This design comes from an exercise in tuning for small area, a short achievable clock period and few clock cycles on the open sky130 flow, not from production work. In this exercise RTL edits were held to simulation tests only and were not proved equivalent to the original. Power figures rest on the tool's default switching activity, not on a simulated workload.

==> inputs of run B <==
// muisti_core
module muisti_core #(
    parameter integer  CAP            = 64,     
    parameter integer  REG_CAP        = 8,      
    parameter integer  Q_CAP          = 8,      
    parameter [31:0]   TIMEOUT        = 32'd5000,
    parameter [31:0]   FLUSH_INTERVAL = 32'd1000
) (
    input  wire        clk,
    input  wire        rst,
    input  wire        cmd_valid,
    output wire        cmd_ready,
    input  wire [9:0]  cmd,
    input  wire [31:0] now,
    output wire        ev_valid,
    output wire [1:0]  ev_kind,        
    output wire [7:0]  ev_code,        
    output wire [95:0] ev_tag,         
    output wire [7:0]  ev_ant,
    output wire [31:0] ev_strength,    
    output wire        stop_ack_valid,
    output wire        stop_ack_ok,
    output wire        assembling
);
==> flow/config.mk <==
export PLATFORM = sky130hd
export DESIGN_NAME = muisti_core
export DESIGN_NICKNAME = muisti_core
export VERILOG_FILES = /design/flow/design.v
export SDC_FILE = /design/flow/constraint.sdc
export NUM_CORES = 4
export LEC_CHECK = 0
export ABC_CLOCK_PERIOD_IN_PS = 3500
export CAP_MARGIN = 20
export CORE_MARGIN = 2
export CORE_UTILIZATION = 40
export PLACE_DENSITY = 0.6
export SETUP_SLACK_MARGIN = 5
export SLEW_MARGIN = 20
==> flow/constraint.sdc <==
create_clock -name core_clock -period 10.0 [get_ports {clk}]
set_input_delay 2.0000 -clock core_clock [delete_from_list [all_inputs] [get_ports {clk}]]
set_output_delay 2.0000 -clock core_clock [all_outputs]
set_load 0.01 [all_outputs]
run.sh (not shown) runs the stock make flow with config.mk's settings and CLKGATE_MAP_FILE= SYNTH_SCRIPT=/design/flow/synth_recipe.tcl, a recipe that flattens the netlist after the stock synthesis.
==> inputs of run R, as changes to run B <==
--- a/flow/design.v
+++ b/flow/design.v
@@ -68,22 +68,26 @@
     reg [95:0]   q_tag [0:7];
     reg [7:0]    q_ant [0:7];
     reg [16:0]   q_str [0:7];
     reg [3:0]    q_len;
     reg          pw_v;
     reg [7:0]    pw_r_oh, pw_q_oh;    
     reg          pw_r_new, pw_q_new;  
     reg [7:0]    sp_oh;
+    reg [7:0]    rs_oh, qs_oh;
     reg [3:0]    sc_cnt;
-    reg [7:0]    r_hit, q_hit;    
+    reg [7:0]    r_tm, q_tm;      
     reg [3:0]    dp, pa, wr, gw, gr;
     reg          sb_v;            
     reg [2:0]    sb_slot;
     reg [31:0]   sb_seen;
+    reg          sc_v;            
+    reg          sc_young;
+    reg [2:0]    sc_slot;
     reg [31:0]   win_lo;          
     reg          win_wrap;        
     reg [2:0]    gq [0:7];        
     reg          ev_v;
     reg [1:0]    ev_k;
     reg [3:0]    ev_c;
     reg [95:0]   ev_tag_q;
     reg [7:0]    ev_ant_q;
@@ -140,30 +144,28 @@
             7'd0:    ck_byte = S0;
             7'd1:    ck_byte = S1;
             7'd2:    ck_byte = b2;
             7'd3:    ck_byte = b3;
             default: ck_byte = ckb;
         endcase
     end
     wire        ck_ok    = (xv == ck_byte);
-    wire        key_wr   = wr_cur && (((cursor >= 7'd7) && (cursor <= 7'd18)) || cursor == 7'd21);
-    wire        ant_wr   = wr_cur && (cursor == 7'd21);
+    wire        tag_wr   = wr_cur && (cursor >= 7'd7) && (cursor <= 7'd18);
     wire [95:0] key_tag  = {kb[7], kb[8], kb[9], kb[10], kb[11], kb[12],
                             kb[13], kb[14], kb[15], kb[16], kb[17], kb[18]};
     wire [15:0] rssi     = {kb[19], kb[20]};
     wire [16:0] str5     = (rssi == 16'd0) ? 17'd800 : ({1'b0, rssi} - 17'd64736);
     wire        draining = dp < q_len;
     wire        g_has    = (gr != gw);
     wire        show_q   = st_chk && draining;
     wire        show_g   = st_chk && !draining && g_has;
-    wire [7:0]  gq_oh    = dec8(gq[gr[2:0]]);
-    wire [7:0]  sb_oh    = dec8(sb_slot);
-    wire [7:0]  r_sel    = st_chk ? (draining ? 8'd0 : (g_has ? gq_oh : sb_oh)) : sp_oh;
-    wire [7:0]  q_sel    = st_chk ? (draining ? dec8(dp[2:0]) : 8'd0) : sp_oh;
+    wire [7:0]  sc_oh    = dec8(sc_slot);
+    wire [7:0]  r_sel    = rs_oh;
+    wire [7:0]  q_sel    = qs_oh;
     reg  [95:0] r_tag_rd, q_tag_rd;
     reg  [7:0]  r_ant_rd, q_ant_rd;
     reg  [16:0] q_str_rd;
     always @(*) begin
         r_tag_rd = 96'd0; r_ant_rd = 8'd0;
         q_tag_rd = 96'd0; q_ant_rd = 8'd0; q_str_rd = 17'd0;
         for (k = 0; k < 8; k = k + 1) begin
             r_tag_rd = r_tag_rd | (r_tag[k] & {96{r_sel[k]}});
@@ -171,26 +173,28 @@
             q_tag_rd = q_tag_rd | (q_tag[k] & {96{q_sel[k]}});
             q_ant_rd = q_ant_rd | (q_ant[k] & {8{q_sel[k]}});
             q_str_rd = q_str_rd | (q_str[k] & {17{q_sel[k]}});
         end
     end
     wire [7:0]  q_vm     = ~(8'hFF << q_len);        
     wire        r_tag_eq = |(sp_oh & r_valid) && (r_tag_rd == key_tag);
     wire        q_tag_eq = |(sp_oh & q_vm)    && (q_tag_rd == key_tag);
-    wire        r_cmp    = r_tag_eq && (r_ant_rd == kb[21]);
-    wire        q_cmp    = q_tag_eq && (q_ant_rd == kb[21]);
-    wire        r_cmp_b  = r_tag_eq && (r_ant_rd == b);
-    wire        q_cmp_b  = q_tag_eq && (q_ant_rd == b);
+    reg  [7:0]  r_ant_eq, q_ant_eq;
+    always @(*) begin
+        for (k = 0; k < 8; k = k + 1) begin
+            r_ant_eq[k] = (r_ant[k] == kb[21]);
+            q_ant_eq[k] = (q_ant[k] == kb[21]);
+        end
+    end
     wire        arr_chg  = do_reset || do_check || st_chk || pw_v;
-    wire        scan_go  = !st_chk && (ant_wr || (!key_wr && !sc_cnt[3]));
-    wire        cmp_live = !st_chk && !sc_cnt[3];
-    wire [7:0]  r_hit_now = (cmp_live && r_cmp) ? sp_oh : r_hit;
-    wire [7:0]  q_hit_now = (cmp_live && q_cmp) ? sp_oh : q_hit;
-    wire        scan_done = sc_cnt[3] || (cmp_live && sc_cnt == 4'd7);
+    wire        scan_go  = !st_chk && !tag_wr && !sc_cnt[3];
+    wire [7:0]  r_hit_now = r_tm & r_ant_eq;
+    wire [7:0]  q_hit_now = q_tm & q_ant_eq;
+    wire        scan_done = sc_cnt[3];
     wire        end_ok   = len_ok && ck_ok;
     wire        fast_ok  = (cursor >= 7'd22) && scan_done && !pw_v;
     wire        commit   = (w_end && end_ok && op83 && fast_ok) || (st_fin && scan_done);
     wire        r_full   = r_len[3];
     wire        q_full   = q_len[3];
     wire        r_miss   = (r_hit_now == 8'd0);
     wire        q_miss   = (q_hit_now == 8'd0);
     wire        r_app    = r_miss && !r_full;
@@ -213,25 +217,40 @@
     always @(*) begin
         sa_seen = 32'd0;
         for (k = 0; k < 8; k = k + 1)
             sa_seen = sa_seen | (r_seen[k] & {32{sa_oh[k]}});
     end
     wire        sb_ge_lo = ge32(sb_seen, win_lo);
     wire        sb_le_hi = ge32(now_q, sb_seen);
     wire        sb_young = win_wrap ? (sb_ge_lo || sb_le_hi) : (sb_ge_lo && sb_le_hi);
-    wire        sb_exp   = st_chk && sb_v && !sb_young;
-    wire        sb_keep  = st_chk && sb_v && sb_young;
-    wire        bypass   = st_chk && !draining && !g_has && sb_exp;
-    wire        push     = sb_exp && !bypass;
+    wire        sc_exp   = st_chk && sc_v && !sc_young;
+    wire        sc_keep  = st_chk && sc_v && sc_young;
+    wire        push     = sc_exp;
     wire [3:0]  gw_n     = gw + (push ? 4'd1 : 4'd0);
     wire [3:0]  gr_n     = gr + (show_g ? 4'd1 : 4'd0);
     wire        more_q   = draining && (dp + 4'd1 < q_len);
-    wire        chk_end  = st_chk && !sa_go && !more_q && (gw_n == gr_n);
+    wire        chk_end  = st_chk && !sa_go && !sb_v && !more_q && (gw_n == gr_n);
+    wire        sc_restart = arr_chg || commit || tag_wr;
+    wire [7:0]  sp_oh_n  = do_reset ? 8'd1 :
+                           (!sc_restart && scan_go) ? {sp_oh[6:0], sp_oh[7]} : sp_oh;
+    wire        st_chk_n = fire || (st_chk && !chk_end);
+    wire [3:0]  dp_n     = dp + (show_q ? 4'd1 : 4'd0);
+    wire        drain_n  = dp_n < q_len;
+    wire [2:0]  gq_head_n = (push && gw[2:0] == gr_n[2:0]) ? sc_slot : gq[gr_n[2:0]];
+    wire        g_has_n  = gr_n != gw_n;
+    wire        q_some   = (q_len != 4'd0);
+    wire [7:0]  qs_chk   = st_idle ? {7'd0, q_some} :
+                           (drain_n ? dec8(dp_n[2:0]) : 8'd0);
+    wire [7:0]  rs_chk   = (st_idle || drain_n || !g_has_n) ? 8'd0 : dec8(gq_head_n);
+    wire [7:0]  qs_oh_n  = do_reset ? 8'd1 : (st_chk_n ? qs_chk : sp_oh_n);
+    wire [7:0]  rs_oh_n  = do_reset ? 8'd1 : (st_chk_n ? rs_chk : sp_oh_n);
     always @(posedge clk) begin
+        qs_oh    <= qs_oh_n;
+        rs_oh    <= rs_oh_n;
         ev_v     <= 1'b0;
         ev_tag_q <= r_tag_rd | q_tag_rd;
         ev_ant_q <= r_ant_rd | q_ant_rd;
         ev_str_q <= q_str_rd;
         if (accept) begin
             now_q    <= now;
             win_lo   <= now - TIMEOUT;
             win_wrap <= (now < TIMEOUT);
@@ -268,18 +287,16 @@
             lf_end     <= FLUSH_INTERVAL - 32'd1;
             lf_wrap    <= 1'b0;
             lf_pend    <= 1'b0;
             r_valid    <= 8'd0;
             r_len      <= 4'd0;
             q_len      <= 4'd0;
             sc_cnt     <= 4'd0;
             sp_oh      <= 8'd1;
-            r_hit      <= 8'd0;
-            q_hit      <= 8'd0;
         end else begin
             if (do_byte) begin
                 p_a5 <= (b == S0);
                 p_0d <= (b == E0);
             end
             if (wr_cur) begin
                 case (cursor)
                     7'd2: b2 <= b;
@@ -395,66 +412,66 @@
             lf_pend <= fire;
             if (st_idle) begin
                 dp         <= 4'd0;
                 pa         <= sa_spec ? 4'd1 : 4'd0;
                 wr         <= 4'd0;
                 gw         <= 4'd0;
                 gr         <= 4'd0;
                 sb_v       <= sa_spec;
+                sc_v       <= 1'b0;
                 sb_slot    <= sa_slot;
                 sb_seen    <= sa_seen;
             end
             if (fire) begin
                 st_idle <= 1'b0;
                 st_chk  <= 1'b1;
             end
             if (st_chk) begin
                 if (show_q) begin
                     ev_v <= 1'b1;
                     ev_k <= EV_SEEN;
                     dp   <= dp + 4'd1;
-                end else if (show_g || bypass) begin
+                end else if (show_g) begin
                     ev_v <= 1'b1;
                     ev_k <= EV_GONE;
                 end
                 gr <= gr_n;
                 gw <= gw_n;
-                if (push) gq[gw[2:0]] <= sb_slot;
+                if (push) gq[gw[2:0]] <= sc_slot;
                 sb_v <= sa_go;
                 if (sa_go) begin
                     pa      <= pa + 4'd1;
                     sb_slot <= sa_slot;
                     sb_seen <= sa_seen;
                 end
-                if (sb_exp) begin
+                sc_v     <= sb_v;
+                sc_young <= sb_young;
+                sc_slot  <= sb_slot;
+                if (sc_exp) begin
                     for (k = 0; k < 8; k = k + 1)
-                        if (sb_oh[k]) r_valid[k] <= 1'b0;
+                        if (sc_oh[k]) r_valid[k] <= 1'b0;
                 end
-                if (sb_keep) begin
-                    r_ord[wr[2:0]] <= sb_slot;
+                if (sc_keep) begin
+                    r_ord[wr[2:0]] <= sc_slot;
                     wr <= wr + 4'd1;
                 end
                 if (chk_end) begin
                     q_len   <= 4'd0;
-                    r_len   <= wr + (sb_keep ? 4'd1 : 4'd0);
+                    r_len   <= wr + (sc_keep ? 4'd1 : 4'd0);
                     st_chk  <= 1'b0;
                     st_idle <= 1'b1;
                 end
             end
-            if (arr_chg || commit || (key_wr && !ant_wr) || (ant_wr && !scan_go)) begin
+            if (sc_restart) begin
                 sc_cnt  <= 4'd0;
-                r_hit   <= 8'd0;
-                q_hit   <= 8'd0;
-            end else if (ant_wr) begin
-                sp_oh   <= {sp_oh[6:0], sp_oh[7]};
-                sc_cnt  <= 4'd1;
-                r_hit   <= r_cmp_b ? sp_oh : 8'd0;
-                q_hit   <= q_cmp_b ? sp_oh : 8'd0;
             end else if (scan_go) begin
                 sp_oh   <= {sp_oh[6:0], sp_oh[7]};
                 sc_cnt  <= sc_cnt + 4'd1;
-                if (r_cmp) r_hit <= sp_oh;
-                if (q_cmp) q_hit <= sp_oh;
+                for (k = 0; k < 8; k = k + 1)
+                    if (sp_oh[k]) begin
+                        r_tm[k] <= r_tag_eq;
+                        q_tm[k] <= q_tag_eq;
+                    end
             end
         end
     end
 endmodule
- CORE_UTILIZATION: 40 -> 60
- CTS_CLUSTER_DIAMETER: default -> 90
- CTS_CLUSTER_SIZE: default -> 25
- PLACE_DENSITY: 0.6 -> 0.72
==> inputs of run K, as changes to run B <==
--- a/flow/design.v
+++ b/flow/design.v
@@ -68,22 +68,26 @@
     reg [95:0]   q_tag [0:7];
     reg [7:0]    q_ant [0:7];
     reg [16:0]   q_str [0:7];
     reg [3:0]    q_len;
     reg          pw_v;
     reg [7:0]    pw_r_oh, pw_q_oh;    
     reg          pw_r_new, pw_q_new;  
     reg [7:0]    sp_oh;
+    reg [7:0]    rs_oh, qs_oh;
     reg [3:0]    sc_cnt;
     reg [7:0]    r_hit, q_hit;    
     reg [3:0]    dp, pa, wr, gw, gr;
     reg          sb_v;            
     reg [2:0]    sb_slot;
     reg [31:0]   sb_seen;
+    reg          sc_v;            
+    reg          sc_young;
+    reg [2:0]    sc_slot;
     reg [31:0]   win_lo;          
     reg          win_wrap;        
     reg [2:0]    gq [0:7];        
     reg          ev_v;
     reg [1:0]    ev_k;
     reg [3:0]    ev_c;
     reg [95:0]   ev_tag_q;
     reg [7:0]    ev_ant_q;
@@ -150,20 +154,19 @@
     wire [95:0] key_tag  = {kb[7], kb[8], kb[9], kb[10], kb[11], kb[12],
                             kb[13], kb[14], kb[15], kb[16], kb[17], kb[18]};
     wire [15:0] rssi     = {kb[19], kb[20]};
     wire [16:0] str5     = (rssi == 16'd0) ? 17'd800 : ({1'b0, rssi} - 17'd64736);
     wire        draining = dp < q_len;
     wire        g_has    = (gr != gw);
     wire        show_q   = st_chk && draining;
     wire        show_g   = st_chk && !draining && g_has;
-    wire [7:0]  gq_oh    = dec8(gq[gr[2:0]]);
-    wire [7:0]  sb_oh    = dec8(sb_slot);
-    wire [7:0]  r_sel    = st_chk ? (draining ? 8'd0 : (g_has ? gq_oh : sb_oh)) : sp_oh;
-    wire [7:0]  q_sel    = st_chk ? (draining ? dec8(dp[2:0]) : 8'd0) : sp_oh;
+    wire [7:0]  sc_oh    = dec8(sc_slot);
+    wire [7:0]  r_sel    = rs_oh;
+    wire [7:0]  q_sel    = qs_oh;
     reg  [95:0] r_tag_rd, q_tag_rd;
     reg  [7:0]  r_ant_rd, q_ant_rd;
     reg  [16:0] q_str_rd;
     always @(*) begin
         r_tag_rd = 96'd0; r_ant_rd = 8'd0;
         q_tag_rd = 96'd0; q_ant_rd = 8'd0; q_str_rd = 17'd0;
         for (k = 0; k < 8; k = k + 1) begin
             r_tag_rd = r_tag_rd | (r_tag[k] & {96{r_sel[k]}});
@@ -213,25 +216,40 @@
     always @(*) begin
         sa_seen = 32'd0;
         for (k = 0; k < 8; k = k + 1)
             sa_seen = sa_seen | (r_seen[k] & {32{sa_oh[k]}});
     end
     wire        sb_ge_lo = ge32(sb_seen, win_lo);
     wire        sb_le_hi = ge32(now_q, sb_seen);
     wire        sb_young = win_wrap ? (sb_ge_lo || sb_le_hi) : (sb_ge_lo && sb_le_hi);
-    wire        sb_exp   = st_chk && sb_v && !sb_young;
-    wire        sb_keep  = st_chk && sb_v && sb_young;
-    wire        bypass   = st_chk && !draining && !g_has && sb_exp;
-    wire        push     = sb_exp && !bypass;
+    wire        sc_exp   = st_chk && sc_v && !sc_young;
+    wire        sc_keep  = st_chk && sc_v && sc_young;
+    wire        push     = sc_exp;
     wire [3:0]  gw_n     = gw + (push ? 4'd1 : 4'd0);
     wire [3:0]  gr_n     = gr + (show_g ? 4'd1 : 4'd0);
     wire        more_q   = draining && (dp + 4'd1 < q_len);
-    wire        chk_end  = st_chk && !sa_go && !more_q && (gw_n == gr_n);
+    wire        chk_end  = st_chk && !sa_go && !sb_v && !more_q && (gw_n == gr_n);
+    wire        sc_restart = arr_chg || commit || (key_wr && !ant_wr) || (ant_wr && !scan_go);
+    wire [7:0]  sp_oh_n  = do_reset ? 8'd1 :
+                           (!sc_restart && (ant_wr || scan_go)) ? {sp_oh[6:0], sp_oh[7]} : sp_oh;
+    wire        st_chk_n = fire || (st_chk && !chk_end);
+    wire [3:0]  dp_n     = dp + (show_q ? 4'd1 : 4'd0);
+    wire        drain_n  = dp_n < q_len;
+    wire [2:0]  gq_head_n = (push && gw[2:0] == gr_n[2:0]) ? sc_slot : gq[gr_n[2:0]];
+    wire        g_has_n  = gr_n != gw_n;
+    wire        q_some   = (q_len != 4'd0);
+    wire [7:0]  qs_chk   = st_idle ? {7'd0, q_some} :
+                           (drain_n ? dec8(dp_n[2:0]) : 8'd0);
+    wire [7:0]  rs_chk   = (st_idle || drain_n || !g_has_n) ? 8'd0 : dec8(gq_head_n);
+    wire [7:0]  qs_oh_n  = do_reset ? 8'd1 : (st_chk_n ? qs_chk : sp_oh_n);
+    wire [7:0]  rs_oh_n  = do_reset ? 8'd1 : (st_chk_n ? rs_chk : sp_oh_n);
     always @(posedge clk) begin
+        qs_oh    <= qs_oh_n;
+        rs_oh    <= rs_oh_n;
         ev_v     <= 1'b0;
         ev_tag_q <= r_tag_rd | q_tag_rd;
         ev_ant_q <= r_ant_rd | q_ant_rd;
         ev_str_q <= q_str_rd;
         if (accept) begin
             now_q    <= now;
             win_lo   <= now - TIMEOUT;
             win_wrap <= (now < TIMEOUT);
@@ -395,52 +413,56 @@
             lf_pend <= fire;
             if (st_idle) begin
                 dp         <= 4'd0;
                 pa         <= sa_spec ? 4'd1 : 4'd0;
                 wr         <= 4'd0;
                 gw         <= 4'd0;
                 gr         <= 4'd0;
                 sb_v       <= sa_spec;
+                sc_v       <= 1'b0;
                 sb_slot    <= sa_slot;
                 sb_seen    <= sa_seen;
             end
             if (fire) begin
                 st_idle <= 1'b0;
                 st_chk  <= 1'b1;
             end
             if (st_chk) begin
                 if (show_q) begin
                     ev_v <= 1'b1;
                     ev_k <= EV_SEEN;
                     dp   <= dp + 4'd1;
-                end else if (show_g || bypass) begin
+                end else if (show_g) begin
                     ev_v <= 1'b1;
                     ev_k <= EV_GONE;
                 end
                 gr <= gr_n;
                 gw <= gw_n;
-                if (push) gq[gw[2:0]] <= sb_slot;
+                if (push) gq[gw[2:0]] <= sc_slot;
                 sb_v <= sa_go;
                 if (sa_go) begin
                     pa      <= pa + 4'd1;
                     sb_slot <= sa_slot;
                     sb_seen <= sa_seen;
                 end
-                if (sb_exp) begin
+                sc_v     <= sb_v;
+                sc_young <= sb_young;
+                sc_slot  <= sb_slot;
+                if (sc_exp) begin
                     for (k = 0; k < 8; k = k + 1)
-                        if (sb_oh[k]) r_valid[k] <= 1'b0;
+                        if (sc_oh[k]) r_valid[k] <= 1'b0;
                 end
-                if (sb_keep) begin
-                    r_ord[wr[2:0]] <= sb_slot;
+                if (sc_keep) begin
+                    r_ord[wr[2:0]] <= sc_slot;
                     wr <= wr + 4'd1;
                 end
                 if (chk_end) begin
                     q_len   <= 4'd0;
-                    r_len   <= wr + (sb_keep ? 4'd1 : 4'd0);
+                    r_len   <= wr + (sc_keep ? 4'd1 : 4'd0);
                     st_chk  <= 1'b0;
                     st_idle <= 1'b1;
                 end
             end
             if (arr_chg || commit || (key_wr && !ant_wr) || (ant_wr && !scan_go)) begin
                 sc_cnt  <= 4'd0;
                 r_hit   <= 8'd0;
                 q_hit   <= 8'd0;
- CORE_UTILIZATION: 40 -> 68
- CTS_CLUSTER_DIAMETER: default -> 100
- CTS_CLUSTER_SIZE: default -> 30
- PLACE_DENSITY: 0.6 -> 0.78
==> summary.txt <==
Outcome:
- The run finished with no timing, DRC or antenna violations.

Critical path:
- The worst stage delay on the critical path is around 0.93 ns.
- The data required time at the worst endpoint is between 10 and 15 ns.
- The logic depth of the worst path, buffers included is 9.

Clocking:
- The depth of the CTS H-tree is 3.

Global routing:
- In the global route stage, met3 resource usage came out at 6.64%.
# the run above: run R

==> summary.txt <==
Outcome:
- The flow ran to the end and the layout has no timing, DRC or antenna violations.

Critical path:
- The data required time at the worst endpoint is approximately 11 ns.
- The worst stage delay on the critical path is 0.69 ns.
- Counting buffers and inverters, the worst setup path is 12 cells deep.

Die:
- After floorplanning, the core was divided into 144 placement rows.
- The count of inserted tapcells is between 2000 and 2500.

Clocking:
- The H-tree was split into 3 levels.
- The tree is rooted in a clkbuf_16.

Power:
- The maximum VDD drop is roughly 160 uV.
- The switching share of power is about 23%.
# the run above: run K

==> summary.txt <==
Outcome:
- The run finished with no timing, DRC or antenna violations.

Clocking:
- The clock tree synthesis step divided the H-tree into 5 levels.

Timing:
- The worst setup slack after layout is between 4 and 5 ns.

Detailed routing:
- The number of antenna-violating nets in the routed design is 0.

Logic synthesis:
- The compound-gate portion of the synthesized area is approximately an eighth.
- The synthesized netlist devotes under 10% of its cell area to adder and majority cells.

Critical path:
- The logic depth of the worst path, buffers included is 19.

Global routing:
- The met3 layer usage reported by global route is a little under a tenth.

Finish:
- Counting plain and timing-repair buffers in the layout gives between 800 and 900.
# the run above: run B

Testbench counts of run B, summed over its fixed seeds: cycles 37,213.
Testbench counts of run R, summed over its fixed seeds: cycles 37,485.
Testbench counts of run K, summed over its fixed seeds: cycles 37,485.

## static timing again, ports no longer ideal
How much do the figures lean on ideal ports? The routed layouts below were timed once more, with nothing changed but the port constraints.
Step 1 assumes that a clkbuf_16 drives the clock port and a buf_2 every other input.
Step 2 times the ports against the registers' clock, not the clock port: input delays grow and output delays shrink by t, the midpoint of the rising clock arrivals with the driver on.
Three values: ideal ports, drivers, drivers and shift; two values: the first two.
run	shift t [ns]	setup WS [ns]	worst register clock-pin slew, ns	worst slew at a driven data input, ns	pins driven straight from the clock port
run B	1.036	4.329 / 4.329 / 4.085	0.07 / 0.07	0.10	1
run R	0.895	5.025 / 5.025 / 4.276	0.11 / 0.11	0.14	1
run K	0.856	4.846 / 4.846 / 4.158	0.12 / 0.12	0.05	1
After both steps setup and hold are still met in every run listed. The setup slack of run R, which loses most, moves by 0.000 ns with the drivers and by -0.749 ns with both steps.
